Source: an optimization exercise on an open RTL-to-GDS flow (aim: small area, a short achievable clock period and few clock cycles). Production flows keep margins and buffers that such runs may drop.
No activity file was given, so power comes from the tool's default toggle rates.

== P ==
Design ppe_codec, start of the top module:
module ppe_codec (
    input  wire        clk,
    input  wire        rst,
    input  wire        cmd_valid,
    output wire        cmd_ready,
    input  wire [3:0]  cmd_op,
    input  wire [7:0]  cmd_seqaddr,
    input  wire [7:0]  cmd_cmd,
    input  wire [10:0] cmd_len,
    input  wire        in_valid,
    output wire        in_ready,
    input  wire [7:0]  in_data,
    output wire        out_valid,
    input  wire        out_ready,
    output wire [7:0]  out_data,
    output wire        res_valid,
    input  wire        res_ready,
    output wire [3:0]  res_err,
    output wire [15:0] res_crc,
    output wire [7:0]  res_start,
    output wire [7:0]  res_seqaddr,
    output wire [7:0]  res_flen
);
    localparam [3:0] ERR_NONE      = 4'h0;
    localparam [3:0] ERR_TRUNCATED = 4'h5;
    localparam [3:0] ERR_CHECKSUM  = 4'h6;
    localparam [3:0] ERR_TOO_LARGE = 4'h8;
    localparam [3:0] ERR_ILLEGAL   = 4'hF;
    localparam [3:0] S_IDLE  = 4'd0,
                     S_CIN   = 4'd1,    
                     S_CLO   = 4'd2,    
                     S_CHI   = 4'd3,    
                     S_EH0   = 4'd4,    
                     S_EH1   = 4'd5,    
                     S_EH2   = 4'd6,    
                     S_EH3   = 4'd7,    
                     S_EDATA = 4'd8,    
                     S_D0    = 4'd9,    
                     S_D1    = 4'd10,   
  ...
Settings: LEC_CHECK=0, CAP_MARGIN=20, CORE_MARGIN=2, CORE_UTILIZATION=40, CTS_BUF_LIST=sky130_fd_sc_hd__clkbuf_8, CTS_CLUSTER_DIAMETER=100, CTS_CLUSTER_SIZE=40, SETUP_SLACK_MARGIN=1.6, SLEW_MARGIN=20; clock period 4.5 ns.
standard.sh (not shown) runs the stock make flow with config.mk's settings and CLKGATE_MAP_FILE= SYNTH_SCRIPT=/design/flow/synth_recipe.tcl, a recipe that flattens the netlist after the stock synthesis.
==> flow/flow/run.sh <==
#!/bin/bash
# Standard layout, but the port buffers are plain buf_2 cells instead of the
# resizer's default pick (a 0.5 ns delay buffer).
set -euo pipefail
export BUFFER_PORTS_ARGS="-buffer_cell sky130_fd_sc_hd__buf_2"
bash standard.sh > standard_flow.log 2>&1
diff inputs: P => Q
diff --git a/flow/design.v b/flow/design.v
--- a/flow/design.v
+++ b/flow/design.v
@@ -46,27 +46,24 @@
     reg [10:0] rem;        
     reg        lst;        
     reg [7:0]  pcnt;       
     reg        plst;       
     reg        nneg;       
     reg        nbig;       
     reg [15:0] crc;
     reg [7:0]  start_b;
     reg [7:0]  seqaddr;    
     reg [7:0]  flen;       
     reg        mlo;        
     reg        tcrc;       
-    reg        rcrc;       
-    reg        hdr;        
-    reg        first;      
     reg [3:0]  werr;       
     reg        fp;         
     reg        rv;
     reg [3:0]  err;
     assign res_valid   = rv;
     assign res_err     = err;
     assign res_crc     = crc;
     assign res_start   = start_b;
     assign res_seqaddr = seqaddr;
     assign res_flen    = flen;
     function [10:0] dec11(input [10:0] x);    
         integer k;
@@ -111,48 +108,47 @@
             lt8 = r;
         end
     endfunction
     wire slot = ~rv | res_ready;
     wire st_pt   = (state == S_EDATA) | (state == S_PAY);
     wire st_in   = (state == S_CIN) | (state == S_D0) | (state == S_D1) | (state == S_D2) |
                    (state == S_CK0) | (state == S_CK1) | (state == S_SKIP);
     wire st_hdr  = (state == S_EH1) | (state == S_EH2) | (state == S_EH3);
     wire st_gen  = (state == S_EH0) | st_hdr | (state == S_CLO) | (state == S_CHI);
     reg [7:0] gbyte;
     always @* begin
         case (state)
-            S_EH1, S_EH2, S_EH3: gbyte = seqaddr;
-            S_CLO:   gbyte = crc[7:0] | {8{first}};
+            S_EH1:   gbyte = seqaddr;
+            S_EH2:   gbyte = flen;
+            S_EH3:   gbyte = pcnt;
+            S_CLO:   gbyte = crc[7:0];
             S_CHI:   gbyte = crc[15:8];
             default: gbyte = 8'h7F;
         endcase
     end
-    wire st_inc  = (state == S_CIN) | (state == S_D1) | (state == S_D2);
-    assign cmd_ready = slot & ~fp & ((state == S_IDLE) | ((state == S_CHI) & out_ready));
-    assign in_ready  = (st_in & ~st_inc) | (st_inc & (~rv | ~rcrc | res_ready)) |
-                       (st_pt & out_ready & slot);
+    assign cmd_ready = slot & ~fp & ((state == S_IDLE) | ((state == S_CHI) & out_ready & ~tcrc));
+    assign in_ready  = st_in | (st_pt & out_ready & slot);
     assign out_valid = slot & (st_gen | (st_pt & in_valid));
     assign out_data  = st_pt ? in_data : gbyte;
     wire cmd_fire = cmd_valid & cmd_ready;
     wire in_fire  = in_valid & in_ready;
     wire out_fire = out_valid & out_ready;
-    wire [7:0]  cbyte = hdr ? seqaddr : in_data;
-    wire [15:0] base  = crc | {16{first}};
-    wire [7:0]  t     = base[15:8] ^ cbyte;
-    wire        p     = (^base[15:8]) ^ (^cbyte);
+    wire [7:0]  cbyte = st_hdr ? gbyte : in_data;
+    wire [7:0]  t     = crc[15:8] ^ cbyte;
+    wire        p     = (^crc[15:8]) ^ (^cbyte);
     wire [15:0] crc_next = {
-        base[7] ^ p,
-        base[6:2],
-        base[1] ^ t[7],
-        base[0] ^ t[6] ^ t[7],
+        crc[7] ^ p,
+        crc[6:2],
+        crc[1] ^ t[7],
+        crc[0] ^ t[6] ^ t[7],
         t[5] ^ t[6], t[4] ^ t[5], t[3] ^ t[4], t[2] ^ t[3], t[1] ^ t[2], t[0] ^ t[1],
         p ^ t[0],
         p };
     wire trunc = nneg | (~nbig & lt8(pcnt, in_data));
     wire ok    = mlo & (in_data == crc[15:8]);
     wire cmd_zero = (cmd_len == 11'd0);
     wire cmd_big  = (|cmd_len[10:8]) | (&cmd_len[7:0]);
     wire [10:0] rem_m1 = dec11(rem);
     wire [10:0] rem_m4 = {rem[10:2] - 9'd1, rem[1:0]};
     reg [3:0] state_n;
     reg       fin;         
     reg [3:0] fin_err;
@@ -227,46 +223,37 @@
             S_CK1: if (in_fire) begin
                 if (lst) begin fin = 1'b1; fin_err = ok ? ERR_NONE : ERR_CHECKSUM; state_n = S_IDLE; end
                 else state_n = S_SKIP;
             end
             S_SKIP: if (in_fire & lst) begin fin = 1'b1; state_n = S_IDLE; end
             default: ;
         endcase
     end
     wire raise = (fin | fp) & slot;
     always @(posedge clk) begin
         if (rst) begin
             state <= S_IDLE;
-            hdr   <= 1'b0;
             rv    <= 1'b0;
             fp    <= 1'b0;
         end else begin
             state <= state_n;
-            hdr   <= (state_n == S_EH1) | (state_n == S_EH2) | (state_n == S_EH3);
             rv    <= raise | (rv & ~res_ready);
             fp    <= fin2 | ((fin | fp) & ~slot);
         end
     end
     always @(posedge clk) begin
         if (raise) err <= fin ? fin_err : werr;
         if (fin & ~cmd_fire) werr <= fin_err;
         if (crc_step) crc <= crc_next;
-        else if ((state == S_CLO) & first & out_fire) crc <= 16'hFFFF;
-        if (hdr & out_fire) begin
-            seqaddr <= flen;
-            flen    <= pcnt;
-        end
-        if (cmd_fire) first <= 1'b1;
-        else if (crc_step) first <= 1'b0;
-        if (raise) rcrc <= fin ? tcrc : 1'b0;
+        else if (cmd_fire) crc <= 16'hFFFF;
         if (cmd_fire) begin
             rem  <= cmd_len;
             lst  <= (cmd_len == 11'd1);
             tcrc <= (cmd_op == 4'h1);
             werr <= (cmd_op == 4'h2) ? ERR_TOO_LARGE :
                     (cmd_op == 4'h3) ? ERR_TRUNCATED : ERR_ILLEGAL;
             if (cmd_op == 4'h2) begin
                 seqaddr <= cmd_seqaddr;
                 pcnt    <= cmd_cmd;
                 flen    <= inc8(cmd_len[7:0]);
             end
         end else if (in_fire) begin
Notes after the runs:
- Core utilization in Q is 0.98 points below P.
- Diff P -> Q: global routing usage summed across all routing layers increased by 2.4 points relative to the old numbers; number of distinct library cells after synthesis increased by about 54% relative to the old numbers.
- [Q] via total after detailed routing fell 1.7% relative to P
- Compared with P, Q shows a register share of total power that is 1.0 points higher.
- Delta (Q minus P): wire length of the first global-routing pass rose about 7%; clock edge transition at the registers on the reported setup and hold paths went down; sum of routed wire length over all layers increased by 1900 µm relative to the old numbers; total area of multi-input combinational cells moved down; fraction of synthesized area in multiplexers shows an increase of 1.2 points.
- Comparing Q and P, the lower count of clock buffers in the final design was measured on P.
- Going from P to Q, cell area lost about 2.8%, number of flops mapped to enable cells by yosys fell by about 2.2%.
No run of this note included a check of the RTL's function; only the layout flow was run.

[what the ideal ports hide]
The results above use ideal ports. As a check the final layouts listed here were re-extracted and re-timed, cells and wires unchanged.
Step 1, drivers: a clkbuf_16 drives clk and a buf_2 each remaining input, both assumed.
Step 2 times the ports against the registers' clock, not the clock port: input delays grow and output delays shrink by t, the midpoint of the rising clock arrivals with the driver on.
a / b / c = ideal ports / drivers / drivers and shift; a / b = the first two.
| run | t, ns | slack for setup (ns) | worst setup path after step 2 | clock arrival spread, ns | pins driven straight from the clock port |
|---|---|---|---|---|---|
| P | 0.413 | 1.618 / 1.582 / 1.298 | input to register | 0.016 / 0.016 | 1 |
| Q | 0.410 | 1.637 / 1.600 / 1.280 | input to register | 0.014 / 0.015 | 1 |
After both steps every run listed still meets setup and hold. The setup slack of Q, which loses most, moves by -0.037 ns with the drivers and by -0.357 ns with both steps.
